Source: an optimization exercise on an open RTL-to-GDS flow (aim: small area, a short achievable clock period and few clock cycles per item). Production flows keep margins and buffers that such runs may drop. Only simulation tests tie the RTL to the original design; equivalence was not proved. Power figures rest on the tool's default switching activity, not on a simulated workload.

===== flow/constraint.sdc =====
create_clock -name core_clock -period 8.0 [get_ports {clk}]
set_input_delay 1.6000 -clock core_clock [delete_from_list [all_inputs] [get_ports {clk}]]
set_output_delay 1.6000 -clock core_clock [all_outputs]
set_load 0.01 [all_outputs]

===== flow/design.v =====
module bitw_core (
    input  wire        clk,
    input  wire        rst,           
    input  wire        cmd_valid,
    output wire        cmd_ready,
    input  wire [2:0]  cmd_op,
    input  wire [7:0]  cmd_n,         
    input  wire [31:0] cmd_arg,       
    input  wire [31:0] cmd_num,       
    input  wire [31:0] cmd_den,       
    output reg         rsp_valid,
    output reg  [2:0]  rsp_status,
    output reg  [31:0] rsp_val,
    output reg  [2:0]  rsp_nbytes,
    output reg  [31:0] rsp_bytes
);
    localparam [2:0] OP_INIT    = 3'd0,
                     OP_WRITE   = 3'd1,
                     OP_SIZE    = 3'd2,
                     OP_EXTRACT = 3'd3,
                     OP_CAP     = 3'd4;
    localparam [2:0] ST_OK       = 3'd0,
                     ST_RATE     = 3'd1,
                     ST_BITCOUNT = 3'd3,
                     ST_CAPACITY = 3'd4,
                     ST_ILLEGAL  = 3'd5;
    localparam [2:0] S_IDLE = 3'd0,    
                     S_WW   = 3'd1,    
                     S_XW   = 3'd2,    
                     S_I1   = 3'd3,    
                     S_IA   = 3'd4,    
                     S_IB   = 3'd5;    
    localparam [1:0] C_CAP = 2'd0,     
                     C_ARG = 2'd1,
                     C_NUM = 2'd2;
    reg [2:0]  state;
    reg [28:0] size_q;
    reg [28:0] cap_q;
    reg [7:1]  cb_q;        
    reg [2:0]  nb_q;
    reg [28:0] dq_q;        
    reg [3:0]  kp_q;        
    reg [30:0] den_q;
    reg [30:0] r_q;         
    reg [28:0] k_q;         
    reg        f32_q;       
    reg        f21_q;       
    reg        gst_q;       
    reg        gover_q;     
    reg [3:0]  gsat_q;      
    reg [2:0]  pk_q;
    reg [7:1]  pcb_q;
    reg [2:0]  pnb_q;
    reg        chained_q;
    reg        iok_q, irate_q, ierr_q, i32_q, i21_q, bf32_q, bf21_q;
    reg        lsm_q, lzero_q, lone_q;    
    reg        idir_q;                    
    reg [4:0]  lidx_q, nidx_q;            
    reg [30:0] uR;
    reg [29:0] uQ;
    reg [1:0]  udp;         
    reg        uovf;
    reg [4:0]  uidx;
    reg        ucbit;
    reg        urun;
    reg        uvalid;
    reg        ufloor;      
    reg        ufirst;
    reg [1:0]  ucsel;
    function [4:0] msb_idx(input [30:0] v);
        integer i;
        begin
            msb_idx = 5'd0;
            for (i = 0; i < 31; i = i + 1)
                if (v[i]) msb_idx = i[4:0];
        end
    endfunction
    wire [30:0] c_src  = (ucsel == C_ARG) ? {2'b00, cmd_arg[28:0]} :
                         (ucsel == C_NUM) ? cmd_num[30:0] : {2'b00, cap_q};
    wire        ccap   = (ucsel == C_CAP);
    wire        c_zero = ccap ? (cap_q == 29'd0) : (ucsel == C_ARG) & lzero_q;
    wire        c_one  = ccap ? (cap_q == 29'd1) : (ucsel == C_ARG) & lone_q;
    wire [4:0]  idx0   = ccap ? msb_idx({2'b00, cap_q}) : (ucsel == C_ARG) ? lidx_q : nidx_q;
    wire        ulast  = ufirst ? c_one : (uidx == 5'd0);
    wire        cbit   = ufirst | ucbit;
    wire [30:0] uRe    = ufirst ? 31'd0 : uR;      
    wire [29:0] uQe    = ufirst ? 30'd0 : uQ;
    wire [1:0]  udpe   = ufirst ? 2'd0 : udp;
    wire        uovfe  = ~ufirst & uovf;
    wire [33:0] opA = {2'b00, uRe, 1'b0};
    wire [33:0] opB = cbit ? {3'b000, r_q} : 34'd0;
    wire [33:0] nd1 = ~{3'b000, den_q};
    wire [33:0] nd2 = ~{2'b00, den_q, 1'b0};
    wire [33:0] s1  = opA ^ opB ^ nd1;
    wire [33:0] c1  = {(opA[32:0] & opB[32:0]) | (opA[32:0] & nd1[32:0]) | (opB[32:0] & nd1[32:0]), 1'b0};
    wire [33:0] s2  = opA ^ opB ^ nd2;
    wire [33:0] c2  = {(opA[32:0] & opB[32:0]) | (opA[32:0] & nd2[32:0]) | (opB[32:0] & nd2[32:0]), 1'b0};
    wire [33:0] uT  = opA + opB;
    wire [33:0] uS1 = s1 + c1 + 34'd1;
    wire [33:0] uS2 = s2 + c2 + 34'd1;
    wire        uge1 = ~uS1[33];
    wire        uge2 = ~uS2[33];
    wire [1:0]  ud   = {uge2, uge1 & ~uge2};
    wire [30:0] uRn  = uge2 ? uS2[30:0] : uge1 ? uS1[30:0] : uT[30:0];
    wire [31:0] uQn  = {1'b0, uQe, 1'b0} + (cbit ? {3'd0, k_q} : 32'd0) + {29'd0, udpe, 1'b0};
    wire        uovfn = uovfe | (uQn[31:30] != 2'b00);
    wire        ufast  = ~ufloor & ccap & (f32_q | f21_q);
    wire [29:0] gfast  = f32_q ? ({1'b0, cap_q} + {2'b00, cap_q[28:1]} + {29'd0, cap_q[0]})
                               : {cap_q, 1'b0};
    wire [4:0]  uidx_m1 = (ufirst ? idx0 : uidx) - 5'd1;
    wire        fland   = urun & ufirst & (c_zero | ufast);
    wire [28:0] gxtra   = f32_q ? ({1'b0, cap_q[28:1]} + {28'd0, cap_q[0]}) : cap_q;
    wire        fbig    = (gxtra[28:4] != 25'd0) | (dcomb[28:4] != 25'd0);
    wire [4:0]  fsum    = {1'b0, gxtra[3:0]} + {1'b0, dcomb[3:0]};
    wire [3:0]  gsat_f  = c_zero ? 4'd1 : (fbig | fsum[4]) ? 4'd15 : fsum[3:0];
    wire        gover_f = ~c_zero & (f32_q ? (cap_q >= 29'd178956971) : (cap_q > 29'h0800_0000));
    wire        rnz     = ~ufloor & (uR != 31'd0);
    wire [30:0] gs0     = {1'b0, uQ} + {29'd0, udp};       
    wire [30:0] gsum    = gs0 + {30'd0, rnz};              
    wire        gs0_zero = (uQ == 30'd0) & (udp == 2'd0);
    wire        uq_zero = gs0_zero & ~rnz;
    wire [28:0] g_eff   = {gsum[28:1], gsum[0] | uq_zero};  
    wire        gs0_hi  = gs0[30] | gs0[29];
    wire        gs0_lo0 = (gs0[27:0] == 28'd0);
    wire        gover   = uovf | gs0_hi | (gs0[28] & (~gs0_lo0 | rnz));
    wire idle    = (state == S_IDLE);
    wire ib_done = (state == S_IB) & uvalid & idir_q;    
    assign cmd_ready = (idle & ((cmd_op != OP_INIT) | iok_q)) | ib_done;
    wire acc     = cmd_valid & cmd_ready;
    wire [5:0]  n6   = cmd_n[5:0];
    wire        n_bad = (cmd_n > 8'd32);
    wire [3:0]  lo4  = {1'b0, nb_q} + {1'b0, n6[2:0]};
    wire [2:0]  kin  = n6[5:3] + {2'b00, lo4[3]};
    wire [2:0]  nbin = lo4[2:0];
    wire [5:0]  tot  = {kin, nbin};
    wire [31:0] amask = n6[5] ? 32'hFFFF_FFFF : ((32'd1 << n6[4:0]) - 32'd1);
    wire [31:0] arg_m = cmd_arg & amask;
    wire [5:0]  shamt = 6'd40 - tot;
    wire [39:0] stream = {cb_q, 33'd0} | ({8'd0, arg_m} << shamt);
    reg  [31:0] wbytes;
    reg  [7:1]  cbin;
    integer j;
    always @(*) begin
        for (j = 0; j < 4; j = j + 1)
            wbytes[8*j +: 8] = (j < kin) ? stream[39-8*j -: 8] : 8'd0;
        case (kin)
        3'd0: cbin = stream[39:33];
        3'd1: cbin = stream[31:25];
        3'd2: cbin = stream[23:17];
        3'd3: cbin = stream[15:9];
        default: cbin = stream[7:1];
        endcase
    end
    wire [29:0] groom0    = uQ + {28'd0, udp} - {1'b0, size_q};
    wire        ginc      = rnz | gs0_zero;                
    wire [28:0] dcomb = cap_q - size_q;                
    wire        room_nz = (dq_q[28:4] != 25'd0) | (dq_q[3:0] != kp_q) | kp_q[3];
    wire [4:0]  room_t = {1'b0, dq_q[3:0]} - {kp_q[3], kp_q};
    wire [3:0]  room_s = ((dq_q[28:4] != 25'd0) | room_t[4]) ? 4'd15 : room_t[3:0];
    wire        fit0   = ({1'b0, n6[5:3]} <= room_s);
    wire        fit1   = ({1'b0, n6[5:3]} + 4'd1 <= room_s);
    wire        room_ok = lo4[3] ? fit1 : fit0;
    wire [3:0]  gsat_d = ((groom0[29:4] != 26'd0) | (groom0[3:0] == 4'hF)) ? 4'd15
                                                                          : groom0[3:0] + {3'd0, ginc};
    wire        gv2    = uvalid & gst_q;                   
    wire [3:0]  groom_s = gsat_q - kp_q;
    wire        gfit0   = ({1'b0, n6[5:3]} <= groom_s);
    wire        gfit1   = ({1'b0, n6[5:3]} + 4'd1 <= groom_s);
    wire        gbig    = lo4[3] ? gfit1 : gfit0;          
    wire        groom_ok = (gsat_q >= {1'b0, pk_q});       
    wire [2:0]  inc_r = (state == S_WW) ? pk_q : {2'b00, (nb_q != 3'd0)};
    wire [3:0]  size_lo  = {1'b0, size_q[2:0]} + {1'b0, inc_r};
    wire [3:0]  size_low = {1'b0, size_q[2:0]} + {1'b0, kin};
    wire [25:0] size_flip = size_q[28:3] ^ (size_q[28:3] + 26'd1);
    wire [28:0] size_inc = {size_q[28:3] ^ (size_flip & {26{size_lo[3]}}), size_lo[2:0]};
    wire [28:0] size_incw = {size_q[28:3] ^ (size_flip & {26{size_low[3]}}), size_low[2:0]};
    wire rate_bad = (cmd_den == 32'd0) | cmd_num[31] | (cmd_num <= cmd_den);
    wire l_bad    = (cmd_arg > 32'h1000_0000);
    wire is32 = (cmd_num == 32'd3) & (cmd_den == 32'd2);
    wire is21 = (cmd_num == 32'd2) & (cmd_den == 32'd1);
    wire lsm  = (cmd_arg[31:27] == 5'd0);
    wire ifast = (is32 | is21) & lsm;      
    wire iseen = idle & cmd_valid & (cmd_op == OP_INIT) & ~iok_q;
    reg        cap_we;
    reg [28:0] cap_d;
    reg        ustart;       
    reg        ustart_floor;
    reg [1:0]  ustart_csel;
    always @(*) begin
        cap_we = 1'b0;
        cap_d  = cap_q;
        ustart = 1'b0;
        ustart_floor = 1'b0;
        ustart_csel  = C_CAP;
        case (state)
        S_IDLE: if (iseen & ifast) begin
            cap_we = 1'b1; cap_d = cmd_arg[28:0];
        end else if (acc) begin
            case (cmd_op)
            OP_WRITE: if (!n_bad && !room_ok && gv2 && !gover_q && gbig) begin
                cap_we = 1'b1; cap_d = g_eff;
            end
            OP_EXTRACT: if (nb_q == 3'd0 || room_nz || (gv2 && !gover_q)) begin
                cap_we = 1'b1; cap_d = size_inc;
            end
            default: ;
            endcase
        end
        S_WW: if (gv2) begin
            cap_we = 1'b1;
            cap_d  = gover_q ? (chained_q ? rsp_val[28:0] : cap_q) : g_eff;
        end
        S_XW: if (gv2) begin
            cap_we = 1'b1;
            cap_d  = gover_q ? cap_q : size_inc;
        end
        S_I1: begin
            ustart = 1'b1;
            ustart_floor = ~(i32_q | i21_q);
            ustart_csel  = (i32_q | i21_q) ? C_ARG : C_NUM;
        end
        S_IA: if (uvalid) begin
            ustart = 1'b1;
            ustart_csel = C_ARG;
        end
        S_IB: if (uvalid) begin
            cap_we = 1'b1;                  
            cap_d  = gover ? cap_q : gsum[28:0];
        end
        default: ;
        endcase
    end
    always @(posedge clk) begin
        if (rst) begin
            state     <= S_IDLE;
            size_q    <= 29'd0;
            cap_q     <= 29'd0;
            cb_q      <= 7'd0;
            nb_q      <= 3'd0;
            dq_q      <= 29'd0;
            kp_q      <= 4'd0;
            gst_q     <= 1'b0;
            den_q     <= 31'd2;
            r_q       <= 31'd1;
            k_q       <= 29'd1;
            f32_q     <= 1'b1;
            f21_q     <= 1'b0;
            iok_q     <= 1'b0;
            irate_q   <= 1'b0;
            ierr_q    <= 1'b0;
            rsp_valid <= 1'b0;
            urun      <= 1'b0;
            uvalid    <= 1'b1;        
            uQ        <= 30'd0;
            uR        <= 31'd0;
            udp       <= 2'd0;
            uovf      <= 1'b0;
            ufloor    <= 1'b0;
            ufirst    <= 1'b0;
            ucsel     <= C_CAP;
        end else begin
            rsp_valid <= 1'b0;
            if (urun) begin
                if (ufirst && (c_zero || ufast)) begin
                    uR     <= 31'd0;
                    uQ     <= c_zero ? 30'd0 : gfast;
                    udp    <= 2'd0;
                    uovf   <= 1'b0;
                    ufirst <= 1'b0;
                    urun   <= 1'b0;
                    uvalid <= 1'b1;
                end else begin
                    ufirst <= 1'b0;
                    uR   <= uRn;
                    uQ   <= uQn[29:0];
                    udp  <= ud;
                    uovf <= uovfn;
                    if (ulast) begin
                        urun   <= 1'b0;
                        uvalid <= 1'b1;
                    end else begin
                        uidx  <= uidx_m1;
                        ucbit <= c_src[uidx_m1];
                    end
                end
            end
            if (cap_we | ustart) begin
                ufloor <= ustart_floor;
                ucsel  <= ustart_csel;
                ufirst <= 1'b1;
                urun   <= 1'b1;
                uvalid <= 1'b0;
            end
            if (cap_we)
                cap_q <= cap_d;
            gst_q   <= (uvalid | fland) & ~cap_we & ~ustart;
            gover_q <= fland ? gover_f : gover;
            gsat_q  <= fland ? gsat_f : gsat_d;
            if (state == S_IDLE || state == S_XW) begin
                dq_q <= dcomb;
                kp_q <= 4'd0;
            end
            case (state)
            S_IDLE: begin
                if (acc) begin
                    rsp_valid  <= 1'b1;
                    rsp_status <= ST_OK;
                    rsp_val    <= 32'd0;
                    rsp_nbytes <= 3'd0;
                    rsp_bytes  <= 32'd0;
                    case (cmd_op)
                    OP_INIT: begin
                        iok_q <= 1'b0;
                        if (irate_q)
                            rsp_status <= ST_RATE;
                        else if (ierr_q)
                            rsp_status <= ST_CAPACITY;
                    end
                    OP_WRITE: begin
                        if (n_bad)
                            rsp_status <= ST_BITCOUNT;
                        else if (room_ok || (gv2 && !gover_q && gbig)) begin
                            size_q     <= size_incw;
                            dq_q       <= room_ok ? dcomb : groom0[28:0];
                            kp_q       <= {1'b0, kin} - {3'd0, ginc & ~room_ok};
                            cb_q       <= cbin;
                            nb_q       <= nbin;
                            rsp_nbytes <= kin;
                            rsp_bytes  <= wbytes;
                        end else if (gv2 && gover_q)
                            rsp_status <= ST_CAPACITY;
                        else begin
                            rsp_valid  <= 1'b0;
                            rsp_nbytes <= kin;
                            rsp_bytes  <= wbytes;
                            rsp_val    <= {3'd0, cap_q};    
                            chained_q  <= 1'b0;
                            pk_q       <= kin;
                            pcb_q      <= cbin;
                            pnb_q      <= nbin;
                            state      <= S_WW;
                        end
                    end
                    OP_SIZE:
                        rsp_val <= {3'd0, size_inc};
                    OP_EXTRACT: begin
                        if (nb_q == 3'd0) begin
                            rsp_val <= {3'd0, size_q};
                            dq_q    <= 29'd0;
                        end else if (room_nz || (gv2 && !gover_q)) begin
                            size_q     <= size_inc;
                            dq_q       <= 29'd0;
                            cb_q       <= 7'd0;
                            nb_q       <= 3'd0;
                            rsp_val    <= {3'd0, size_inc};
                            rsp_nbytes <= 3'd1;
                            rsp_bytes  <= {24'd0, cb_q, 1'b0};
                        end else if (gv2 && gover_q)
                            rsp_status <= ST_CAPACITY;
                        else begin
                            rsp_valid <= 1'b0;
                            state     <= S_XW;
                        end
                    end
                    OP_CAP:
                        rsp_val <= {3'd0, cap_q};
                    default:
                        rsp_status <= ST_ILLEGAL;
                    endcase
                end else if (iseen & ifast) begin
                    den_q  <= cmd_den[30:0];
                    f32_q  <= is32;
                    f21_q  <= is21;
                    r_q    <= {30'd0, is32};
                    k_q    <= {27'd0, is21, is32};
                    size_q <= cmd_arg[28:0];
                    cb_q   <= 7'd0;
                    nb_q   <= 3'd0;
                    idir_q <= 1'b1;
                    state  <= S_IB;
                end else if (iseen) begin
                    idir_q  <= 1'b0;
                    irate_q <= rate_bad;
                    ierr_q  <= l_bad;
                    i32_q   <= is32;
                    i21_q   <= is21;
                    lsm_q   <= (cmd_arg[31:27] == 5'd0);
                    lzero_q <= (cmd_arg == 32'd0);
                    lone_q  <= (cmd_arg == 32'd1);
                    lidx_q  <= msb_idx({2'b00, cmd_arg[28:0]});
                    nidx_q  <= msb_idx(cmd_num[30:0]);
                    if (rate_bad || l_bad)
                        iok_q <= 1'b1;
                    else
                        state <= S_I1;
                end
            end
            S_WW: if (gv2) begin
                if (gover_q) begin
                    rsp_valid  <= 1'b1;
                    rsp_status <= ST_CAPACITY;
                    rsp_val    <= 32'd0;
                    rsp_nbytes <= 3'd0;
                    rsp_bytes  <= 32'd0;
                    state      <= S_IDLE;
                end else begin
                    chained_q <= 1'b1;
                    if (groom_ok) begin
                        size_q     <= size_inc;
                        dq_q       <= groom0[28:0];
                        kp_q       <= {1'b0, pk_q} - {3'd0, ginc};
                        cb_q       <= pcb_q;
                        nb_q       <= pnb_q;
                        rsp_valid  <= 1'b1;
                        rsp_status <= ST_OK;
                        rsp_val    <= 32'd0;
                        state      <= S_IDLE;
                    end
                end
            end
            S_XW: if (gv2) begin
                rsp_valid <= 1'b1;
                state     <= S_IDLE;
                if (gover_q) begin
                    rsp_status <= ST_CAPACITY;
                    rsp_val    <= 32'd0;
                    rsp_nbytes <= 3'd0;
                    rsp_bytes  <= 32'd0;
                end else begin
                    size_q     <= size_inc;
                    dq_q       <= 29'd0;
                    cb_q       <= 7'd0;
                    nb_q       <= 3'd0;
                    rsp_status <= ST_OK;
                    rsp_val    <= {3'd0, size_inc};
                    rsp_nbytes <= 3'd1;
                    rsp_bytes  <= {24'd0, cb_q, 1'b0};
                end
            end
            S_I1: begin
                rsp_val   <= {1'b0, den_q};
                rsp_bytes <= {1'b0, r_q};
                dq_q      <= k_q;
                bf32_q    <= f32_q;
                bf21_q    <= f21_q;
                den_q     <= cmd_den[30:0];
                f32_q     <= i32_q;
                f21_q     <= i21_q;
                if (i32_q | i21_q) begin
                    r_q   <= {30'd0, i32_q};
                    k_q   <= {27'd0, i21_q, i32_q};
                    state <= S_IB;
                end else begin
                    r_q   <= 31'd1;         
                    k_q   <= 29'd0;
                    state <= S_IA;
                end
            end
            S_IA: if (uvalid) begin
                r_q   <= uR;
                k_q   <= (uovf | gs0_hi) ? 29'h1FFF_FFFF : gs0[28:0];
                state <= S_IB;
            end
            S_IB: if (uvalid) begin
                state <= S_IDLE;
                if (idir_q) begin
                    rsp_valid  <= 1'b1;
                    rsp_status <= ST_OK;
                    rsp_val    <= 32'd0;
                    rsp_nbytes <= 3'd0;
                    rsp_bytes  <= 32'd0;
                    dq_q       <= groom0[28:0];
                    kp_q       <= {4{rnz}};
                end else
                    iok_q <= 1'b1;
                if (gover) begin
                    ierr_q <= 1'b1;
                    den_q  <= rsp_val[30:0];
                    r_q    <= rsp_bytes[30:0];
                    k_q    <= dq_q;
                    f32_q  <= bf32_q;
                    f21_q  <= bf21_q;
                end else begin
                    size_q <= cmd_arg[28:0];
                    cb_q   <= 7'd0;
                    nb_q   <= 3'd0;
                end
            end
            default: state <= S_IDLE;
            endcase
        end
    end
endmodule

===== flow/standard.sh =====
#!/bin/bash
# synth_recipe.tcl (not shown) runs the flow's synth.tcl, then flattens the netlist and writes it again
# the make line also repeats each setting of config.mk as NAME=value (left out here)
make -C /OpenROAD-flow-scripts/flow DESIGN_CONFIG=/design/flow/config.mk WORK_HOME=/design/flow/orfs CLKGATE_MAP_FILE= SYNTH_SCRIPT=/design/flow/synth_recipe.tcl "${@:-finish}"

===== flow/config.mk =====
export PLATFORM = sky130hd
export DESIGN_NAME = bitw_core
export DESIGN_NICKNAME = bitw_core
export VERILOG_FILES = /design/flow/design.v
export SDC_FILE = /design/flow/constraint.sdc
export NUM_CORES = 4
export LEC_CHECK = 0
export CAP_MARGIN = 20
export CORE_MARGIN = 2
export CORE_UTILIZATION = 35
export SETUP_SLACK_MARGIN = 3.5
export SLEW_MARGIN = 20

===== flow/flow/run.sh =====
#!/bin/bash
# The standard layout, except that the port buffers are ordinary buf_4
# cells instead of the delay cells buffer_ports picks on its own.
set -euo pipefail
export BUFFER_PORTS_ARGS="-buffer_cell sky130_fd_sc_hd__buf_4"
bash standard.sh > standard.log 2>&1

==> results of run 1 <==
## power by group
part	internal, mW	switching (mW)
clock network	1.48	1.08
registers	2.49	0.769
logic	8.72	12.8
## final timing paths
check / from / endpoint / slack [ns] / depth (start not counted)
max: cmd_n[1] / register / 3.36 / 16
min: f21_q / bf21_q / 0.49 / 0
max reg2reg: register / gsat_q[1] / 3.39 / 13
min reg2reg: f21_q / bf21_q / 0.49 / 0
## worst reg2reg max path, cell delays in order (launching register included)
cell	delay (ns)
dfxtp_2	0.42
clkinvlp_4	0.27
buf_4	0.27
ha_1	0.49
and4_1	0.34
and2_0	0.22
a311oi_4	0.42
and2_1	0.26
nor4_1	0.07
a311o_1	0.37
or4_1	0.64
nor4_4	0.31
and2_1	0.19
a211oi_1	0.05
## layer usage
layer,global-route usage,up-vias
li1,-,22756
met1,0.488,25673
met2,0.515,3871
met3,0.0984,779
met4,0.184,18
met5,0,-
## state kept, by name (all words and copies together) (netlist names), 29 cells and up, named ones only
register	flops
rsp_val	31
rsp_bytes	32
cap_q	29
r_q	31
uQ	30
k_q	29
uR	31
dq_q	29
den_q	31
## what timing repair did
action	in CTS	in global routing
setup endpoints to repair	346	274
gates resized for setup	264	370
hold endpoints to repair	0	0
setup buffers	86	118
gates cloned	13	16
hold buffers	0	0
pin swaps	43	151
## final cells by class
| class | count | area [um2] |
|---|---|---|
| Fill cell | 12821 | 72300 |
| Sequential cell | 383 | 8860 |
| Timing Repair inverter | 1 | 7.51 |
| Timing Repair Buffer | 535 | 4780 |
| Multi-Input combinational cell | 4847 | 35500 |
| Antenna cell | 16 | 40.0 |
| Tap cell | 1662 | 2080 |
| Clock inverter | 24 | 315 |
| Inverter | 432 | 1710 |
| Clock buffer | 71 | 1470 |
## per-stage QoR
stage / cell area, um2 / cells / total power, mW / utilization
floorplan: 45300 / 6019 / 14.2 / -
global placement: 48200 / 7627 / 19.5 / 0.379
detailed placement: 48200 / 7627 / 19.5 / 0.379
CTS: 52000 / 7821 / 24.1 / 0.409
global route: 54700 / 7960 / 28.5 / 0.431
finish: 54700 / 7971 / 27.3 / 0.431
## cells in the final DEF (no fill, tap or decap), types with 143 or more instances in the layout
cell / Yosys / layout
nand2_1: 584 / 539
nor2_1: 578 / 534
buf_4: 4 / 461
a21oi_1: 459 / 424
inv_1: 425 / 396
o21ai_0: 443 / 372
ha_1: 397 / 356
dfxtp_1: 272 / 228
xnor2_1: 183 / 171
nor3_1: 157 / 143
## cells by family after synthesis
logic type / share of synthesized area
AND/OR/NAND/NOR: 0.208
adder cells (fa/ha/maj): 0.146
XOR/XNOR: 0.0539
buffers and inverters: 0.0677
AO/OA/AOI/OAI: 0.302
flip-flops: 0.197
other: 0.0000840
multiplexers: 0.0260
==> notes.md, run 1 <==
synthesized area 44,700 um2; H-tree depth 2; Clock Root Buffer clkbuf_16; Sink Count 383; top_reg_cell synth dfxtp_1; die width 361 um; share of the synthesized area in the top cell type 0.122; first-pass GRT wire length 346 mm; Synth area leaders dfxtp_1 12%, ha_1 11%, edfxtp_1 7.5%; top-count cell post-synth nand2_1; total routed wirelength 249 mm; vias in the first global route 47,827; largest net degree at the start of global routing 146; Tcrit/Tclk final 0.580; CTS clk-pin slew, worst paths 0.07 ns; Post-synth EDFFs 111; Placer Congestion 1.05; Async SR Flop Fraction 0; DRT met1 WL 99.4 mm; Hold Slack 0.493 ns; Post-route DRC 0; status finished clean; Worst path slowest cell nor2_1; Initial Util 0.352; crit end category register; cell repeated most along the worst path ha_4; setup violators final 0; family with the most delay on the worst path adder cells; Antenna Nets Post-Route 0; drt pass-1 iters 11; pwr dens 500 nW/um2; post-synth cell types 95; Seq/Total Area, Yosys 0.197; MaxCap Viol Count 0; leading area contributor after synthesis dfxtp_1; crit path time final 4.64 ns; critical path arrival 5.21 ns; RSZ-0062 raised after global routing yes; DIE HEIGHT 361 um; setup TNS 0 ns; DR vias 53,097; DP Wirelength 183 mm; Slew headroom 0.136; CTS Buffer Depth 3; initial antenna violation count 24; TritonCTS clock tree built; Syn Area/Cell 7.42 um2; full die area 130,000 um2; YS warnings 1; Boundary Pins 182; crit-path max FO 29; worst slack, placed 1.86 ns; worst slew pin tran 1.29 ns; GRT Resource Usage Total 0.359; Initial DRC Count 8,601; clock latency (worst-skew pair) 0.68 ns; Layout area overhead 22.5%; Syn Inst Count 6,019; layout cell share with drive strength beyond 1 0.186; Worst Setup Start Kind primary input; Leak 22.1 nW; final hold violations 0; clock skew 0.0327 ns; Worst VDD drop 0.000440 V; routed length per instance 31.3 um; Top Layer Used met5; #FFs+latches synth 383; PortBufs 180; met3 wire length 33.8 mm; crit-path cells buf_12 -> ha_4 -> a21o_1 -> a21o_4 -> ha_4 -> ha_4 -> xnor2_4 -> clkinv_4 -> ha_1 -> a21o_2 -> nor2_1 -> nor2_4 -> buf_12 -> clkbuf_16 -> buf_4 -> o211a_1; Cell Rows 131; Core Region 127,000 um2; Critical Path RT 8.57 ns; kind of critical path primary input to register; CTS buffer count 51; Crit path buffers/inverters 5; Peak Freq 216 MHz; synth cell count leaders 584 x nand2_1, 578 x nor2_1, 459 x a21oi_1; grt ovf 0; crit-path max cell delay 0.66 ns; Setup WS post-layout 3.36 ns; fin nets 6,835; Via density 6.66; HP Class register to register; total nets after synthesis 6,603; max-slew violations 0; met2 WL 100 mm
Testbench counts, summed over its fixed seeds: cycles 30,215, cmds 24,000.
==> run 2: changes to the inputs <==
--- a/flow/config.mk
+++ b/flow/config.mk
@@ -8,5 +8,5 @@
 export CAP_MARGIN = 20
 export CORE_MARGIN = 2
-export CORE_UTILIZATION = 35
+export CORE_UTILIZATION = 40
 export SETUP_SLACK_MARGIN = 3.5
 export SLEW_MARGIN = 20
==> notes.md, run 2 <==
worst reg2reg path depth 14 (was 13); TritonCTS clock tree built (unchanged); GRT Resource Usage Total 0.401 (was 0.359); layout cell share with drive strength beyond 1 0.180 (was 0.186); flop-to-flop setup slack 3.50 ns (was 3.39 ns); kind of critical path register to register (was primary input to register); Cell Rows 122 (was 131); top-count cell post-synth nand2_1 (unchanged); first-pass GRT wire length 342 mm (was 346 mm); crit-path max FO 15 (was 29); Antenna Nets Post-Route 0 (unchanged); Peak Freq 222 MHz (was 216 MHz); Seq/Total Area, Yosys 0.197 (unchanged); Largest Register rsp_bytes (unchanged); Worst path slowest cell or4_1 (was nor2_1); setup violators final 0 (unchanged); critical path arrival 5.03 ns (was 5.21 ns); leading area contributor after synthesis dfxtp_1 (unchanged); Setup WS post-layout 3.50 ns (was 3.36 ns); DR vias 52,411 (was 53,097); Syn Area/Cell 7.42 um2 (unchanged); YS warnings 1 (unchanged); Tcrit/Tclk final 0.562 (was 0.580); H-tree depth 2 (unchanged); MaxCap Viol Count 0 (unchanged); vias in the first global route 47,347 (was 47,827); Crit path buffers/inverters 4 (was 5); Critical Path RT 8.53 ns (was 8.57 ns); Clock Root Buffer clkbuf_16 (unchanged); Core Region 111,000 um2 (was 127,000 um2); Placed Instance Area 47,900 um2 (was 48,200 um2); CTS Buffer Depth 3 (unchanged); die width 338 um (was 361 um); full die area 114,000 um2 (was 130,000 um2); CTS buffer count 51 (unchanged); share of the synthesized area in the top cell type 0.122 (unchanged); Worst VDD drop 0.000548 V (was 0.000440 V); max-slew violations 0 (unchanged); Async SR Flop Fraction 0 (unchanged); total routed wirelength 245 mm (was 249 mm); final core occ 0.488 (was 0.431); crit-path max cell delay 0.56 ns (was 0.66 ns); routed length per instance 31.6 um (was 31.3 um); Leak 21.9 nW (was 22.1 nW); Placer Congestion 1.03 (was 1.05); top_reg_cell synth dfxtp_1 (unchanged); Syn Inst Count 6,019 (unchanged); grt ovf 0 (unchanged); hold path cells 2 (was 0); Post-route DRC 0 (unchanged); most common cell after layout, fill and taps aside nand2_1 (unchanged); Initial Util 0.404 (was 0.352); #FFs+latches synth 383 (unchanged); Boundary Pins 182 (unchanged); Layout area overhead 20.9% (was 22.5%); CTS clk-pin slew, worst paths 0.06 ns (was 0.07 ns); reg2reg start uR[19]; most frequent cells in the layout 545 x nand2_1, 537 x nor2_1, 441 x buf_4 (was 539 x nand2_1, 534 x nor2_1, 461 x buf_4); Hold Slack 0.503 ns (was 0.493 ns); synthesized area 44,700 um2 (unchanged); Final Power 27.7 mW (was 27.3 mW); HP Start dq_q[16] (was f21_q); crit-path cells or4_1 -> nor4_1 -> a41oi_4 -> buf_4 -> and4b_1 -> nand4_1 -> nor4_4 -> buf_4 -> a22oi_2 -> a2111oi_4 -> buf_4 -> buf_12 -> nor2_1 -> a311oi_4 (was buf_12 -> ha_4 -> a21o_1 -> a21o_4 -> ha_4 -> ha_4 -> xnor2_4 -> clkinv_4 -> ha_1 -> a21o_2 -> nor2_1 -> nor2_4 -> buf_12 -> clkbuf_16 -> buf_4 -> o211a_1); busiest grt layer met1 (was met2); clock skew 0.0341 ns (was 0.0327 ns); DIE HEIGHT 338 um (was 361 um); Synth area leaders dfxtp_1 12%, ha_1 11%, edfxtp_1 7.5% (unchanged); final hold violations 0 (unchanged); post-synth cell types 95 (unchanged); worst slew pin tran 1.29 ns (about the same); Hold EP dq_q[16] (was bf21_q); DP Wirelength 180 mm (was 183 mm); Placed Cells incl. Taps 7,446 (was 7,627); largest net degree at the start of global routing 94 (was 146); initial antenna violation count 15 (was 24); Post-synth EDFFs 111 (unchanged); pwr dens 513 nW/um2 (was 500 nW/um2); Post-Layout Cell Count 7,746 (was 7,971); Sink Count 383 (unchanged); Slew headroom 0.138 (was 0.136); status finished clean (unchanged); synth cell count leaders 584 x nand2_1, 578 x nor2_1, 459 x a21oi_1 (unchanged); HP Class register to register (unchanged); RSZ-0062 raised after global routing yes (unchanged); PortBufs 180 (unchanged); crit end category register (unchanged); clock latency (worst-skew pair) 0.69 ns (was 0.68 ns); total nets after synthesis 6,603 (unchanged); r2r endpoint cap_q[1] (was gsat_q[1]); Final Cell Area 54,000 um2 (was 54,700 um2); Largest register FFs 32 (unchanged); drt pass-1 iters 10 (was 11); Worst Setup Start Kind register (was primary input); cell repeated most along the worst path buf_4 (was ha_4); met3 GRT Util 0.124 (was 0.0984); crit path time final 4.50 ns (was 4.64 ns); Via density 6.77 (was 6.66); setup TNS 0 ns (unchanged); Initial DRC Count 7,982 (was 8,601); fin nets 6,797 (was 6,835); GRT met2 Usage 0.548 (was 0.515); met1 usage 0.565 (was 0.488); worst slack, placed 1.79 ns (was 1.86 ns); family with the most delay on the worst path simple AND/OR/NAND/NOR gates (was adder cells)
[run 2: cell counts after synthesis]
Identical to the previous run, type by type.
[run 2: area by class of cell]
type | count | area (um2)
Antenna cell | 4 | 10.0
Timing Repair Buffer | 497 | 4240
Timing Repair inverter | 1 | 5.00
Clock inverter | 29 | 290
Clock buffer | 65 | 1440
Fill cell | 11001 | 56700
Tap cell | 1488 | 1860
Inverter | 432 | 1690
Sequential cell | 383 | 8880
Multi-Input combinational cell | 4847 | 35600
[run 2: kinds of logic (layout without fill, tap and decap cells)]
family | after synthesis | count (layout) | share of synthesized area
other | 1 | 5 | 0.0000840
DFF | 383 | 383 | 0.197
and+or+nand+nor | 1971 | 1974 | 0.208
muxes | 103 | 103 | 0.0260
AOI/OAI and AO/OA | 2015 | 2019 | 0.302
adders and majority gates | 474 | 474 | 0.146
xor gates and xnor gates | 275 | 276 | 0.0539
buffers and inverters | 797 | 1024 | 0.0677
[run 2: repair_timing]
action,4_1_cts,5_1_grt
endpoints found under the setup margin,342,289
pin swaps,47,124
gates cloned,11,10
hold buffers,0,0
buffers inserted,75,106
resized for setup,265,338
[run 2: worst max-delay path by stage]
stage               startpoint  depth (start not counted)      endpoint
floorplan             cmd_n[1]                         16  rsp_bytes[6]
global placement      cmd_n[0]                         13       cb_q[7]
detailed placement    cmd_n[0]                         13       cb_q[7]
CTS                      ucbit                         21        uR[29]
global route             ucbit                         21        uR[25]
finish                  uR[19]                         14      cap_q[1]
[run 2: where the power goes]
group / switching, mW / total [mW] / internal, mW
sequential: 0.790 / 3.28 / 2.49
clock: 1.10 / 2.48 / 1.38
combinational: 13.1 / 22.0 / 8.84
total: 15.0 / 27.7 / 12.7
[run 2: metal layers]
layer / wire length, um / up-vias
met5: 92 / -
met4: 14600 / 14
met3: 35200 / 661
met2: 95000 / 3948
met1: 99800 / 25141
li1: - / 22647
[run 2: worst reg2reg max path: cells and delay by family (launching register included)]
kind            cells  cell delay [ns]
buf+inv             4             0.86
simple gates        6             1.85
compound gates      4             1.26
flops               1             0.42
==> run 3: changes to the inputs <==
--- a/flow/design.v
+++ b/flow/design.v
@@ -134,8 +134,9 @@
     wire [2:0]  nbin = lo4[2:0];
     wire [5:0]  tot  = {kin, nbin};
-    wire [31:0] amask = n6[5] ? 32'hFFFF_FFFF : ((32'd1 << n6[4:0]) - 32'd1);
-    wire [31:0] arg_m = cmd_arg & amask;
-    wire [5:0]  shamt = 6'd40 - tot;
-    wire [39:0] stream = {cb_q, 33'd0} | ({8'd0, arg_m} << shamt);
+    wire [5:0]  a40nb = 6'd40 - {3'd0, nb_q};         
+    wire [5:0]  shamt = a40nb - n6;                   
+    wire [39:0] ashift = {8'd0, cmd_arg} << shamt;
+    wire [7:0]  cbmask = ~(8'hFF >> nb_q);
+    wire [39:0] stream = {cb_q, 1'b0, 32'd0} | (ashift & ~{cbmask, 32'd0});
     reg  [31:0] wbytes;
     reg  [7:1]  cbin;
@@ -168,5 +169,5 @@
     wire        gfit1   = ({1'b0, n6[5:3]} + 4'd1 <= groom_s);
     wire        gbig    = lo4[3] ? gfit1 : gfit0;          
-    wire        groom_ok = (gsat_q >= {1'b0, pk_q});       
+    wire        groom_ok = (groom0[29:3] != 27'd0) | ({1'b0, groom0[2:0]} + {3'd0, ginc} >= {1'b0, pk_q});
     wire [2:0]  inc_r = (state == S_WW) ? pk_q : {2'b00, (nb_q != 3'd0)};
     wire [3:0]  size_lo  = {1'b0, size_q[2:0]} + {1'b0, inc_r};
@@ -207,11 +208,11 @@
             endcase
         end
-        S_WW: if (gv2) begin
+        S_WW: if (uvalid) begin
             cap_we = 1'b1;
-            cap_d  = gover_q ? (chained_q ? rsp_val[28:0] : cap_q) : g_eff;
+            cap_d  = gover ? (chained_q ? rsp_val[28:0] : cap_q) : g_eff;
         end
-        S_XW: if (gv2) begin
+        S_XW: if (uvalid) begin
             cap_we = 1'b1;
-            cap_d  = gover_q ? cap_q : size_inc;
+            cap_d  = gover ? cap_q : size_inc;
         end
         S_I1: begin
@@ -396,6 +397,6 @@
                 end
             end
-            S_WW: if (gv2) begin
-                if (gover_q) begin
+            S_WW: if (uvalid) begin
+                if (gover) begin
                     rsp_valid  <= 1'b1;
                     rsp_status <= ST_CAPACITY;
@@ -419,8 +420,8 @@
                 end
             end
-            S_XW: if (gv2) begin
+            S_XW: if (uvalid) begin
                 rsp_valid <= 1'b1;
                 state     <= S_IDLE;
-                if (gover_q) begin
+                if (gover) begin
                     rsp_status <= ST_CAPACITY;
                     rsp_val    <= 32'd0;
--- a/flow/config.mk
+++ b/flow/config.mk
@@ -8,5 +8,5 @@
 export CAP_MARGIN = 20
 export CORE_MARGIN = 2
-export CORE_UTILIZATION = 40
+export CORE_UTILIZATION = 35
 export SETUP_SLACK_MARGIN = 3.5
 export SLEW_MARGIN = 20
==> notes.md, run 3 <==
Synth area leaders dfxtp_1 12%, ha_1 11%, edfxtp_1 7.5% (unchanged); Worst Setup Start Kind register (unchanged); PortBufs 180 (unchanged); Worst path slowest cell dfxtp_1 (was or4_1); #FFs+latches synth 383 (unchanged); Largest register FFs 32 (unchanged); DP Wirelength 180 mm (about the same); Placer Congestion 1.04 (was 1.03); Clock Root Buffer clkbuf_16 (unchanged); kind of critical path register to register (unchanged); fin nets 6,726 (was 6,797); RSZ-0062 raised after global routing yes (unchanged); Syn Inst Count 5,820 (was 6,019); Final Cell Area 56,900 um2 (was 54,000 um2); setup TNS 0 ns (unchanged); leading area contributor after synthesis dfxtp_1 (unchanged); Largest Register rsp_bytes (unchanged); first-pass GRT wire length 350 mm (was 342 mm); synthesized area 44,200 um2 (was 44,700 um2); Leak 23.0 nW (was 21.9 nW); routed length per instance 32.1 um (was 31.6 um); cts hold-fix bufs 0 (unchanged); worst slew pin tran 1.36 ns (was 1.29 ns); critical path arrival 5.39 ns (was 5.03 ns); H-tree depth 2 (unchanged); Worst VDD drop 0.000393 V (was 0.000548 V); grt ovf 0 (unchanged); crit end category register (unchanged); CTS clk-pin slew, worst paths 0.07 ns (was 0.06 ns); largest net degree at the start of global routing 85 (was 94); synth cell count leaders 576 x nor2_1, 506 x nand2_1, 434 x a21oi_1 (was 584 x nand2_1, 578 x nor2_1, 459 x a21oi_1); drt pass-1 iters 10 (unchanged); Core Region 126,000 um2 (was 111,000 um2); top_reg_cell synth dfxtp_1 (unchanged); total routed wirelength 252 mm (was 245 mm); Slew headroom 0.0823 (was 0.138); xor-xnor portion of the synthesized cell area 0.0570 (was 0.0539); YS warnings 1 (unchanged); Placed Instance Area 47,400 um2 (was 47,900 um2); DR vias 51,989 (was 52,411); worst slack, placed 1.72 ns (was 1.79 ns); status finished clean (unchanged); post-synth cell types 105 (was 95); HP Class register to register (unchanged); initial antenna violation count 20 (was 15); crit path time final 4.78 ns (was 4.50 ns); die width 359 um (was 338 um); cell repeated most along the worst path buf_4 (unchanged); clock skew 0.0525 ns (was 0.0341 ns); Critical Path RT 8.60 ns (was 8.53 ns); crit-path cells buf_4 -> inv_1 -> ha_1 -> nand3_1 -> nor2_1 -> and3_1 -> a32o_1 -> o21a_1 -> nor2_1 -> buf_4 -> nand2_1 -> or3_4 -> buf_4 -> buf_8 -> o221ai_2 (was or4_1 -> nor4_1 -> a41oi_4 -> buf_4 -> and4b_1 -> nand4_1 -> nor4_4 -> buf_4 -> a22oi_2 -> a2111oi_4 -> buf_4 -> buf_12 -> nor2_1 -> a311oi_4); Cell Rows 130 (was 122); Setup WS post-layout 3.22 ns (was 3.50 ns); Seq/Total Area, Yosys 0.198 (was 0.197); Synth Area in Compound Gates 0.284 (was 0.302); Via density 6.63 (was 6.77); Antenna Nets Post-Route 0 (unchanged); crit-path max FO 19 (was 15); main combinational cell family by area after synthesis compound AO/OA/AOI/OAI gates (unchanged); crit-path max cell delay 0.69 ns (was 0.56 ns); Async SR Flop Fraction 0 (unchanged); FILL cells 12,407 (was 11,001); layout cell share with drive strength beyond 1 0.242 (was 0.180); setup violators final 0 (unchanged); final hold violations 0 (unchanged); total nets after synthesis 6,407 (was 6,603); Sink Count 383 (unchanged); Post-route DRC 0 (unchanged); Tcrit/Tclk final 0.598 (was 0.562); top-count cell post-synth nor2_1 (was nand2_1); max-slew violations 0 (unchanged); Syn Area/Cell 7.60 um2 (was 7.42 um2); Synth Area in Adders 0.148 (was 0.146); CTS Buffer Depth 3 (unchanged); DIE HEIGHT 359 um (was 338 um); Initial DRC Count 7,828 (was 7,982); pwr dens 523 nW/um2 (was 513 nW/um2); CTS buffer count 51 (unchanged); Layout area overhead 28.7% (was 20.9%); GRT Resource Usage Total 0.367 (was 0.401); clock latency (worst-skew pair) 0.68 ns (was 0.69 ns); vias in the first global route 48,030 (was 47,347); MaxCap Viol Count 0 (unchanged); most common cell after layout, fill and taps aside nor2_1 (was nand2_1); share of the synthesized area in the top cell type 0.123 (was 0.122); TritonCTS clock tree built (unchanged); Post-synth EDFFs 111 (unchanged); Hold Slack 0.479 ns (was 0.503 ns); most frequent cells in the layout 529 x nor2_1, 508 x buf_4, 478 x nand2_1 (was 545 x nand2_1, 537 x nor2_1, 441 x buf_4); proportion of synthesized area in mux cells 0.0381 (was 0.0260); Post-Synth Simple-Gate Area 0.204 (was 0.208); Boundary Pins 182 (unchanged); Initial Util 0.352 (was 0.404); full die area 129,000 um2 (was 114,000 um2); Peak Freq 209 MHz (was 222 MHz)
[run 3: cell types whose count changed in the layout (fill, tap and decap cells not counted), moves of 26 or more]
cell / before / now
o21ai_0: 380 / 294
buf_4: 441 / 508
nand2_1: 545 / 478
a21oi_1: 425 / 367
buf_6: 25 / 63
dfxtp_1: 226 / 198
inv_1: 400 / 374
[run 3: per-layer routing]
metal | routed length (um) | vias up | share of wire | track usage
met1 | 92800 | 25080 | 0.37 | 0.449
met2 | 106000 | 3738 | 0.42 | 0.556
met4 | 23600 | 14 | 0.094 | 0.268
li1 | - | 22089 | - | -
met3 | 29400 | 1068 | 0.12 | 0.0945
met5 | 224 | - | 0.00089 | 0
[run 3: through the flow]
step	cells	util	total power, mW
after global placement	7383	0.377	19.2
after detailed placement	7383	0.377	19.2
after floorplan	5820	-	13.9
after global routing	7834	0.453	30.8
after CTS	7705	0.430	26.9
final	7844	0.453	29.8
[run 3: power breakdown]
group | internal (mW) | switching [mW] | total, mW
clock network | 1.60 | 1.07 | 2.67
registers | 2.45 | 0.805 | 3.26
logic | 10.1 | 13.7 | 23.8
[run 3: what timing repair did]
| action | CTS | global route |
|---|---|---|
| buffers inserted | 201 | 118 |
| gates resized for setup | 616 | 402 |
| cloned | 25 | 8 |
| pin swaps | 195 | 224 |
| setup endpoints to repair | 419 | 311 |
[run 3: cell type report]
type / instances / area (um2) / area share
Clock inverter: 21 / 397 / 0.00697
Multi-Input combinational cell: 4645 / 36400 / 0.639
Clock buffer: 75 / 1470 / 0.0258
Tap cell: 1650 / 2060 / 0.0363
Timing Repair Buffer: 638 / 5980 / 0.105
Sequential cell: 383 / 8950 / 0.157
Inverter: 420 / 1660 / 0.0292
Antenna cell: 12 / 30.0 / 0.000528
[run 3: logic make-up after synthesis]
| logic type | count (synthesis) |
|---|---|
| other | 1 |
| AO/OA/AOI/OAI | 1852 |
| multiplexers | 124 |
| adder cells (fa/ha/maj) | 477 |
| XOR/XNOR | 287 |
| flip-flops | 383 |
| AND/OR/NAND/NOR | 1891 |
| buffers and inverters | 805 |
[run 3: final timing paths]
kind	endpoint	start	cells past startpoint	slack, ns
worst min-delay path	dq_q[8]	dq_q[8]	2	0.48
worst min register to register	dq_q[8]	dq_q[8]	2	0.48
worst max register to register	uR[26]	cap_q[21]	15	3.22
worst max-delay path	uR[26]	cap_q[21]	15	3.22
[run 3: critical path, delay by kind of cell (launching register included)]
kind                       cells  cell delay, ns
AOI/OAI and AO/OA              3            0.99
adders and majority gates      1            0.19
buffers and inverters          5            1.04
DFF                            1            0.69
and+or+nand+nor                6            1.82
Testbench counts of run 3, summed over its fixed seeds: cycles 29,572, cmds 24,000.
==> run 4: changes to the inputs <==
--- a/flow/config.mk
+++ b/flow/config.mk
@@ -9,4 +9,4 @@
 export CORE_MARGIN = 2
 export CORE_UTILIZATION = 35
-export SETUP_SLACK_MARGIN = 3.5
+export SETUP_SLACK_MARGIN = 4
 export SLEW_MARGIN = 20
==> notes.md, run 4 <==
CTS buffer count 50 (was 51); Post-synth EDFFs 111 (unchanged); clock latency (worst-skew pair) 0.71 ns (was 0.68 ns); die width 359 um (unchanged); largest net degree at the start of global routing 74 (was 85); final hold violations 0 (unchanged); DR vias 52,492 (was 51,989); Initial Util 0.352 (unchanged); Largest Register rsp_bytes (unchanged); synth cell count leaders 576 x nor2_1, 506 x nand2_1, 434 x a21oi_1 (unchanged); crit path time final 4.73 ns (was 4.78 ns); CTS clk-pin slew, worst paths 0.06 ns (was 0.07 ns); Initial DRC Count 7,761 (was 7,828); full die area 129,000 um2 (unchanged); drt pass-1 iters 12 (was 10); leading area contributor after synthesis dfxtp_1 (unchanged); status finished clean (unchanged); Clock Root Buffer clkbuf_16 (unchanged); vias in the first global route 49,232 (was 48,030); crit-path cells inv_1 -> ha_1 -> ha_1 -> nand2_1 -> nor3_4 -> a21oi_2 -> a211o_1 -> xor2_1 -> and4_4 -> nand4_1 -> buf_6 -> a21boi_4 -> buf_12 -> buf_12 -> o22ai_1 -> a21oi_1 -> o22ai_1 (was buf_4 -> inv_1 -> ha_1 -> nand3_1 -> nor2_1 -> and3_1 -> a32o_1 -> o21a_1 -> nor2_1 -> buf_4 -> nand2_1 -> or3_4 -> buf_4 -> buf_8 -> o221ai_2); crit-path max FO 8 (was 19); Seq/Total Area, Yosys 0.198 (unchanged); final core occ 0.474 (was 0.453); Leak 23.7 nW (was 23.0 nW); Synth area leaders dfxtp_1 12%, ha_1 11%, edfxtp_1 7.5% (unchanged); top-count cell post-synth nor2_1 (unchanged); PortBufs 180 (unchanged); Layout area overhead 34.5% (was 28.7%); max-slew violations 0 (unchanged); TritonCTS clock tree built (unchanged); Syn Area/Cell 7.60 um2 (unchanged); Syn Inst Count 5,820 (unchanged); GRT Resource Usage Total 0.370 (was 0.367); cts hold-fix bufs 0 (unchanged); pwr dens 528 nW/um2 (was 523 nW/um2); Async SR Flop Fraction 0 (unchanged); clock skew 0.0547 ns (was 0.0525 ns); Placed Instance Area 48,100 um2 (was 47,400 um2); Hold Slack 0.489 ns (was 0.479 ns); H-tree depth 2 (unchanged); Cell Rows 130 (unchanged); crit-path max cell delay 0.52 ns (was 0.69 ns); share of the synthesized area in the top cell type 0.123 (unchanged); total routed wirelength 255 mm (was 252 mm); Worst Setup Start Kind register (unchanged); Worst VDD drop 0.000507 V (was 0.000393 V); layout cell share with drive strength beyond 1 0.286 (was 0.242); fin nets 6,786 (was 6,726); YS warnings 1 (unchanged); critical path arrival 5.26 ns (was 5.39 ns); Final Cell Area 59,500 um2 (was 56,900 um2); RSZ-0062 raised after global routing yes (unchanged); most common cell after layout, fill and taps aside nor2_1 (unchanged); Antenna Nets Post-Route 0 (unchanged); Sink Count 383 (unchanged); Via density 6.65 (was 6.63); Slew headroom 0.153 (was 0.0823); Core Region 126,000 um2 (unchanged); kind of critical path register to register (unchanged); post-synth cell types 105 (unchanged); Worst path slowest cell xor2_1 (was dfxtp_1); MaxCap Viol Count 0 (unchanged); Crit path buffers/inverters 4 (was 5); setup TNS 0 ns (unchanged); synthesized area 44,200 um2 (unchanged); setup violators final 0 (unchanged); Tcrit/Tclk final 0.592 (was 0.598); Peak Freq 211 MHz (was 209 MHz); Placer Congestion 1.05 (was 1.04); worst slew pin tran 1.27 ns (was 1.36 ns); #FFs+latches synth 383 (unchanged); Post-route DRC 0 (unchanged); initial antenna violation count 13 (was 20); DP Wirelength 180 mm (about the same); first-pass GRT wire length 354 mm (was 350 mm); DIE HEIGHT 359 um (unchanged); grt ovf 0 (unchanged); family with the most delay on the worst path simple AND/OR/NAND/NOR gates (unchanged); crit end category register (unchanged); top_reg_cell synth dfxtp_1 (unchanged); CTS Buffer Depth 3 (unchanged); most frequent cells in the layout 483 x nor2_1, 480 x buf_4, 464 x nand2_1 (was 529 x nor2_1, 508 x buf_4, 478 x nand2_1); HP Class register to register (unchanged); Critical Path RT 8.53 ns (was 8.60 ns); total nets after synthesis 6,407 (unchanged); Final Power 31.4 mW (was 29.8 mW); Boundary Pins 182 (unchanged); Largest register FFs 32 (unchanged); routed length per instance 32.3 um (was 32.1 um); FILL cells 11,985 (was 12,407)
[run 4: cell counts after synthesis]
No cell type changed its count.
[run 4: final timing paths]
check            from        to  slack (ns)  depth (start not counted)
min             f21_q    bf21_q        0.49                          0
max reg2reg  register  dq_q[24]        3.27                         17
max          register  dq_q[24]        3.27                         17
min reg2reg     f21_q    bf21_q        0.49                          0
[run 4: through the flow]
step / setup slack [ns] / instances
after detailed placement: 2.00 / 7384
after CTS: 3.34 / 7777
after global placement: 2.01 / 7382
after global routing: 3.20 / 7893
after floorplan: 3.51 / 5820
final: 3.27 / 7898
[run 4: cell type report]
type / count / area, um2 / share of cell area
Multi-Input combinational cell: 4644 / 38000 / 0.639
Sequential cell: 383 / 8920 / 0.150
Tap cell: 1650 / 2060 / 0.0347
Timing Repair Buffer: 699 / 7160 / 0.120
Clock buffer: 74 / 1450 / 0.0244
Clock inverter: 20 / 209 / 0.00351
Timing Repair inverter: 1 / 8.76 / 0.000147
Antenna cell: 7 / 17.5 / 0.000294
Inverter: 420 / 1640 / 0.0276
[run 4: cells by family (layout without fill, tap and decap cells)]
logic type / Yosys count / in the layout / share of synthesized area
DFF: 383 / 383 / 0.198
buffers and inverters: 805 / 1214 / 0.0701
adders and majority gates: 477 / 477 / 0.148
other: 1 / 8 / 0.0000848
and+or+nand+nor: 1891 / 1897 / 0.204
AOI/OAI and AO/OA: 1852 / 1856 / 0.284
xor gates and xnor gates: 287 / 289 / 0.0570
muxes: 124 / 124 / 0.0381
[run 4: per-layer routing]
| metal | track usage | part of all wire | vias up |
|---|---|---|---|
| li1 | - | - | 22212 |
| met1 | 0.450 | 0.37 | 25340 |
| met2 | 0.561 | 0.42 | 3794 |
| met3 | 0.0982 | 0.11 | 1134 |
| met4 | 0.277 | 0.097 | 12 |
| met5 | 0 | 0.00036 | - |
[run 4: report_power, final]
part	internal, mW	switching [mW]
Clock	1.33	1.08
Sequential	2.45	0.818
Combinational	11.0	14.7
[run 4: what timing repair did]
action | in CTS | in global routing
gates cloned | 35 | 14
setup endpoints to repair | 432 | 430
setup buffers | 264 | 100
resized for setup | 857 | 401
pin swaps | 322 | 264
==> run 5: changes to the inputs <==
--- a/flow/design.v
+++ b/flow/design.v
@@ -56,5 +56,4 @@
     reg        lsm_q, lzero_q, lone_q;    
     reg        idir_q;                    
-    reg [4:0]  lidx_q, nidx_q;            
     reg [30:0] uR;
     reg [29:0] uQ;
@@ -81,5 +80,5 @@
     wire        c_zero = ccap ? (cap_q == 29'd0) : (ucsel == C_ARG) & lzero_q;
     wire        c_one  = ccap ? (cap_q == 29'd1) : (ucsel == C_ARG) & lone_q;
-    wire [4:0]  idx0   = ccap ? msb_idx({2'b00, cap_q}) : (ucsel == C_ARG) ? lidx_q : nidx_q;
+    wire [4:0]  idx0   = msb_idx(c_src);
     wire        ulast  = ufirst ? c_one : (uidx == 5'd0);
     wire        cbit   = ufirst | ucbit;
@@ -389,6 +388,4 @@
                     lzero_q <= (cmd_arg == 32'd0);
                     lone_q  <= (cmd_arg == 32'd1);
-                    lidx_q  <= msb_idx({2'b00, cmd_arg[28:0]});
-                    nidx_q  <= msb_idx(cmd_num[30:0]);
                     if (rate_bad || l_bad)
                         iok_q <= 1'b1;
--- a/flow/config.mk
+++ b/flow/config.mk
@@ -9,4 +9,4 @@
 export CORE_MARGIN = 2
 export CORE_UTILIZATION = 35
-export SETUP_SLACK_MARGIN = 4
+export SETUP_SLACK_MARGIN = 3
 export SLEW_MARGIN = 20
==> notes.md, run 5 <==
GRT Resource Usage Total 0.363 (was 0.370); FILL cells 12,736 (was 11,985); TritonCTS clock tree built (unchanged); cts hold-fix bufs 0 (unchanged); Hold Slack 0.499 ns (was 0.489 ns); worst reg2reg path depth 15 (was 17); Antenna Nets Post-Route 0 (unchanged); Async SR Flop Fraction 0 (unchanged); die width 356 um (was 359 um); first-pass GRT wire length 337 mm (was 354 mm); GRT met2 Usage 0.558 (was 0.561); crit path time final 5.05 ns (was 4.73 ns); DIE HEIGHT 356 um (was 359 um); Layout area overhead 16.5% (was 34.5%); Crit path buffers/inverters 2 (was 4); Worst path slowest cell xor2_1 (unchanged); synthesized area 43,400 um2 (was 44,200 um2); YS warnings 1 (unchanged); Synth area leaders dfxtp_1 13%, ha_1 12%, edfxtp_1 7.0% (was dfxtp_1 12%, ha_1 11%, edfxtp_1 7.5%); Boundary Pins 182 (unchanged); Largest Register rsp_bytes (unchanged); kind of critical path register to register (unchanged); hold path cells 2 (was 0); family with the most delay on the worst path compound AO/OA/AOI/OAI gates (was simple AND/OR/NAND/NOR gates); Final Power 20.8 mW (was 31.4 mW); CTS clk-pin slew, worst paths 0.06 ns (about the same); Leak 20.7 nW (was 23.7 nW); busiest grt layer met2 (unchanged); Core Region 123,000 um2 (was 126,000 um2); Post-synth EDFFs 101 (was 111); Initial DRC Count 6,730 (was 7,761); share of the synthesized area in the top cell type 0.125 (was 0.123); most frequent cells in the layout 535 x nand2_1, 522 x nor2_1, 396 x buf_4 (was 483 x nor2_1, 480 x buf_4, 464 x nand2_1); flop-to-flop setup slack 2.95 ns (was 3.27 ns); total nets after synthesis 6,325 (was 6,407); Placer Congestion 1.06 (was 1.05); Sink Count 372 (was 383); Peak Freq 198 MHz (was 211 MHz); clock skew 0.0373 ns (was 0.0547 ns); drt pass-1 iters 10 (was 12); initial antenna violation count 16 (was 13); Initial Util 0.352 (about the same); reg2reg start size_q[2]; Largest register FFs 32 (unchanged); post-synth cell types 95 (was 105); HP Class register to register (unchanged); Syn Area/Cell 7.56 um2 (was 7.60 um2); Critical Path Stages 15 (was 17); crit-path max cell delay 0.52 ns (about the same); clock latency (worst-skew pair) 0.67 ns (was 0.71 ns); setup TNS 0 ns (unchanged); Syn Inst Count 5,738 (was 5,820); final hold violations 0 (unchanged); critical path arrival 5.41 ns (was 5.26 ns); #FFs+latches synth 372 (was 383); Hold EP ierr_q (was bf21_q); MaxCap Viol Count 0 (unchanged); Clock Root Buffer clkbuf_16 (unchanged); worst slew pin tran 1.27 ns (about the same); H-tree depth 2 (unchanged); CTS buffer count 49 (was 50); PortBufs 180 (unchanged); most common cell after layout, fill and taps aside nand2_1 (was nor2_1); grt ovf 0 (unchanged); Tcrit/Tclk final 0.631 (was 0.592); r2r endpoint gsat_q[2] (was dq_q[24]); CTS Buffer Depth 3 (unchanged); full die area 127,000 um2 (was 129,000 um2); fin nets 6,447 (was 6,786); met3 GRT Util 0.0778 (was 0.0982); largest net degree at the start of global routing 67 (was 74); top_reg_cell synth dfxtp_1 (unchanged); total routed wirelength 242 mm (was 255 mm); setup violators final 0 (unchanged); Via density 6.56 (was 6.65); Slew headroom 0.151 (was 0.153); Seq/Total Area, Yosys 0.195 (was 0.198); Worst Setup Start Kind register (unchanged); crit-path max FO 7 (was 8); Critical Path RT 8.36 ns (was 8.53 ns); Cell Rows 129 (was 130); met1 usage 0.444 (was 0.450); vias in the first global route 46,035 (was 49,232); HP Start ierr_q (was f21_q); crit-path cells inv_1 -> ha_1 -> o21a_1 -> o31a_1 -> o41a_1 -> a31o_2 -> a21oi_2 -> xor2_1 -> nor4bb_2 -> nand4_1 -> nor4_1 -> nand4_1 -> buf_4 -> nor4_1 -> o21ai_0 (was inv_1 -> ha_1 -> ha_1 -> nand2_1 -> nor3_4 -> a21oi_2 -> a211o_1 -> xor2_1 -> and4_4 -> nand4_1 -> buf_6 -> a21boi_4 -> buf_12 -> buf_12 -> o22ai_1 -> a21oi_1 -> o22ai_1); synth cell count leaders 544 x nand2_1, 540 x nor2_1, 403 x a21oi_1 (was 576 x nor2_1, 506 x nand2_1, 434 x a21oi_1); layout cell share with drive strength beyond 1 0.145 (was 0.286); leading area contributor after synthesis dfxtp_1 (unchanged); RSZ-0062 raised after global routing yes (unchanged); status finished clean (unchanged); routed length per instance 32.0 um (was 32.3 um); DP Wirelength 184 mm (was 180 mm); pwr dens 412 nW/um2 (was 528 nW/um2); DR vias 49,454 (was 52,492); max-slew violations 0 (unchanged); Worst VDD drop 0.000376 V (was 0.000507 V); top-count cell post-synth nand2_1 (was nor2_1); crit end category register (unchanged); Post-route DRC 0 (unchanged)
==> run 5: cell count changes in the layout (fill, tap and decap cells not counted), sizes merged, moves of 32 or more <==
cell / change
nor2: -38
a31oi: +74
nand2: +39
a211oi: -64
buf: -268
a21oi: -32
==> run 5: layout make-up <==
class                      count  area, um2  share of cell area
tap                         1637       2050              0.0405
clock inverter                18        231             0.00458
multi-input combinational   4613      33300               0.659
inverter                     401       1540              0.0304
timing repair buffer         423       3430              0.0679
clock buffer                  73       1470              0.0291
sequential                   372       8520               0.169
antenna                        6       15.0            0.000297
==> run 5: per-stage QoR <==
step / std cells / cell area [um2] / utilization / worst slack [ns]
after CTS: 7486 / 49500 / 0.401 / 2.99
after detailed placement: 7359 / 46800 / 0.380 / 1.45
after global placement: 7359 / 46800 / 0.380 / 1.58
after floorplan: 5738 / 43400 / - / 3.01
after global routing: 7538 / 50500 / 0.410 / 2.88
final: 7543 / 50500 / 0.410 / 2.95
==> run 5: how the worst max path moves through the flow <==
stage,startpoint,endpoint
floorplan,cmd_n[3],dq_q[21]
global placement,cmd_n[1],cb_q[2]
detailed placement,cmd_n[1],register
CTS,uR[2],dq_q[23]
global route,cap_q[0],gsat_q[2]
finish,size_q[2],gsat_q[2]
==> run 5: cell families (layout without fill, tap and decap cells) <==
logic type               count (synthesis)  count (layout)  synth area share
flip-flops                             372             372             0.195
XOR/XNOR                               287             287            0.0579
AO/OA/AOI/OAI                         1860            1864             0.290
other                                    1               7         0.0000864
multiplexers                           113             113            0.0341
buffers and inverters                  758             915            0.0666
AND/OR/NAND/NOR                       1870            1871             0.205
adder cells (fa/ha/maj)                477             477             0.151
==> run 5: timing repair <==
action	4_1_cts	5_1_grt
pin swaps	19	53
buffers inserted	32	46
gates cloned	4	5
gates resized for setup	149	152
endpoints found under the setup margin	366	288
==> run 5: per-layer routing <==
metal	wire [um]	up-vias	share of wire
met5	240	-	0.00099
met4	22800	18	0.094
met3	24600	935	0.10
met2	104000	3207	0.43
met1	90400	23779	0.37
li1	-	21515	-
==> run 5: worst register-to-register path: stages, from the launching register on <==
cell and delay [ns]:
dfxtp_1 0.48, inv_1 0.19, ha_1 0.43, o21a_1 0.22
o31a_1 0.13, o41a_1 0.40, a31o_2 0.30, a21oi_2 0.41
xor2_1 0.52, nor4bb_2 0.44, nand4_1 0.15, nor4_1 0.29
nand4_1 0.13, buf_4 0.20, nor4_1 0.31, o21ai_0 0.13
==> run 5: power breakdown <==
group / internal, mW / switching [mW]
clock: 1.41 / 1.05
sequential: 2.40 / 0.861
combinational: 5.44 / 9.69
total: 9.24 / 11.6
Testbench counts of run 5, summed over its fixed seeds: cycles 29,572, cmds 24,000.
==> run 6: changes to the inputs <==
--- a/flow/config.mk
+++ b/flow/config.mk
@@ -8,5 +8,5 @@
 export CAP_MARGIN = 20
 export CORE_MARGIN = 2
-export CORE_UTILIZATION = 35
+export CORE_UTILIZATION = 45
 export SETUP_SLACK_MARGIN = 3
 export SLEW_MARGIN = 20
==> notes.md, run 6 <==
CTS clk-pin slew, worst paths 0.07 ns (was 0.06 ns); clock latency (worst-skew pair) 0.71 ns (was 0.67 ns); DP Wirelength 177 mm (was 184 mm); Layout area overhead 15.2% (was 16.5%); setup TNS 0 ns (unchanged); CTS buffer count 51 (was 49); Tcrit/Tclk final 0.625 (was 0.631); Worst Setup Start Kind register (unchanged); Cell Rows 113 (was 129); Critical Path RT 8.60 ns (was 8.36 ns); DIE HEIGHT 315 um (was 356 um); first-pass GRT wire length 327 mm (was 337 mm); crit path time final 5.00 ns (was 5.05 ns); clock skew 0.0406 ns (was 0.0373 ns); post-synth cell types 95 (unchanged); drt pass-1 iters 9 (was 10); H-tree depth 2 (unchanged); largest net degree at the start of global routing 78 (was 67); PortBufs 180 (unchanged); Core Region 95,300 um2 (was 123,000 um2); Hold Slack 0.511 ns (was 0.499 ns); Largest register FFs 32 (unchanged); final hold violations 0 (unchanged); cts hold-fix bufs 0 (unchanged); total routed wirelength 232 mm (was 242 mm); synthesized area 43,400 um2 (unchanged); Boundary Pins 182 (unchanged); Post-route DRC 0 (unchanged); routed length per instance 32.5 um (was 32.0 um); initial antenna violation count 10 (was 16); Syn Inst Count 5,738 (unchanged); most common cell after layout, fill and taps aside nand2_1 (unchanged); Via density 6.91 (was 6.56); full die area 98,900 um2 (was 127,000 um2); Placer Congestion 1.09 (was 1.06); MaxCap Viol Count 0 (unchanged); final core occ 0.524 (was 0.410); Synth area leaders dfxtp_1 13%, ha_1 12%, edfxtp_1 7.0% (unchanged); setup violators final 0 (unchanged); vias in the first global route 45,745 (was 46,035); crit end category register (unchanged); leading area contributor after synthesis dfxtp_1 (unchanged); Setup WS post-layout 3.00 ns (was 2.95 ns); Async SR Flop Fraction 0 (unchanged); reg2reg start uR[29] (was size_q[2]); Largest Register rsp_bytes (unchanged); RSZ-0062 raised after global routing yes (unchanged); status finished clean (unchanged); GRT Resource Usage Total 0.452 (was 0.363); Initial Util 0.455 (was 0.352); multi-input logic area 33,300 um2 (about the same); top-count cell post-synth nand2_1 (unchanged); worst slack, placed 1.50 ns (was 1.45 ns); Antenna Nets Post-Route 0 (unchanged); critical path arrival 5.60 ns (was 5.41 ns); FF/Latch Area 8530 um2 (was 8520 um2); total nets after synthesis 6,325 (unchanged); FILL cells 9,386 (was 12,736); HP Class register to register (unchanged); max-slew violations 0 (unchanged); CTS Buffer Depth 3 (unchanged); top_reg_cell synth dfxtp_1 (unchanged); die width 315 um (was 356 um); YS warnings 1 (unchanged); Seq/Total Area, Yosys 0.195 (unchanged); Final Power 20.7 mW (was 20.8 mW); worst slew pin tran 1.29 ns (was 1.27 ns); Syn Area/Cell 7.56 um2 (unchanged); Slew headroom 0.134 (was 0.151); HP Start ierr_q (unchanged); fin nets 6,423 (was 6,447)
==> run 6: layout make-up <==
class | count | share of cell area
diodes | 4 | 0.000200
clock buffers | 61 | 0.0277
clock inverters | 35 | 0.00751
inverters | 401 | 0.0305
multi-input cells | 4613 | 0.666
flip-flops and latches | 372 | 0.171
well taps | 1265 | 0.0317
repair buffers | 396 | 0.0655
repair inverters | 1 | 0.000150
==> run 6: cells by family after synthesis <==
| logic type | synth area share |
|---|---|
| compound gates | 0.290 |
| xor+xnor | 0.0579 |
| fa+ha+maj | 0.151 |
| buf+inv | 0.0666 |
| flops | 0.195 |
| mux | 0.0341 |
| other cells | 0.0000864 |
| simple gates | 0.205 |
==> run 6: metal layers <==
layer	wire [um]	part of all wire	vias up	GRT usage
met4	26000	0.11	10	0.398
met3	24400	0.11	1026	0.108
met5	115	0.00049	-	0
li1	-	-	21458	-
met1	82900	0.36	23511	0.532
met2	98900	0.43	3421	0.687
==> run 6: power by group <==
part / internal (mW) / total [mW] / leakage [nW] / switching (mW)
sequential: 2.40 / 3.32 / 3.18 / 0.920
combinational: 5.42 / 14.9 / 16.6 / 9.49
clock: 1.41 / 2.50 / 0.863 / 1.09
==> run 6: worst max-delay path: stages (launching register included) <==
cell       delay (ns)
dfxtp_1          0.40
nor4_4           0.40
and4_2           0.36
a41oi_1          0.18
buf_4            0.24
o21bai_4         0.24
ha_1             0.24
ha_1             0.21
xor2_2           0.19
ha_1             0.31
inv_1            0.05
o21ai_0          0.07
or3_1            0.41
nor4_4           0.33
and3_4           0.31
buf_4            0.20
a21boi_4         0.07
buf_12           0.17
clkbuf_16        0.16
a31o_2           0.22
a21oi_1          0.12
==> run 6: timing repair <==
| item | in CTS | in global routing |
|---|---|---|
| gates resized for setup | 133 | 151 |
| setup buffers | 26 | 48 |
| setup endpoints to repair | 337 | 264 |
| pin swaps | 18 | 57 |
| cloned | 7 | 4 |
==> run 6: path summary, 6_finish.rpt <==
check / end / cells past startpoint
worst max-delay path: register / 20
worst min-delay path: ierr_q / 2
worst max register to register: register / 20
worst min register to register: ierr_q / 2
==> run 6: through the flow <==
stage	instance area (um2)	instances
global placement	46200	6962
detailed placement	46200	6963
finish	50000	7148
global route	50000	7144
floorplan	43400	5738
CTS	48800	7092

Check on run 6: ideal ports give 2.999 ns setup slack; a clkbuf_16 on the clock port and buf_2 on the inputs give 2.999 ns; moving port delays by the midpoint clock arrival (0.766 ns) as well gives 2.425 ns.
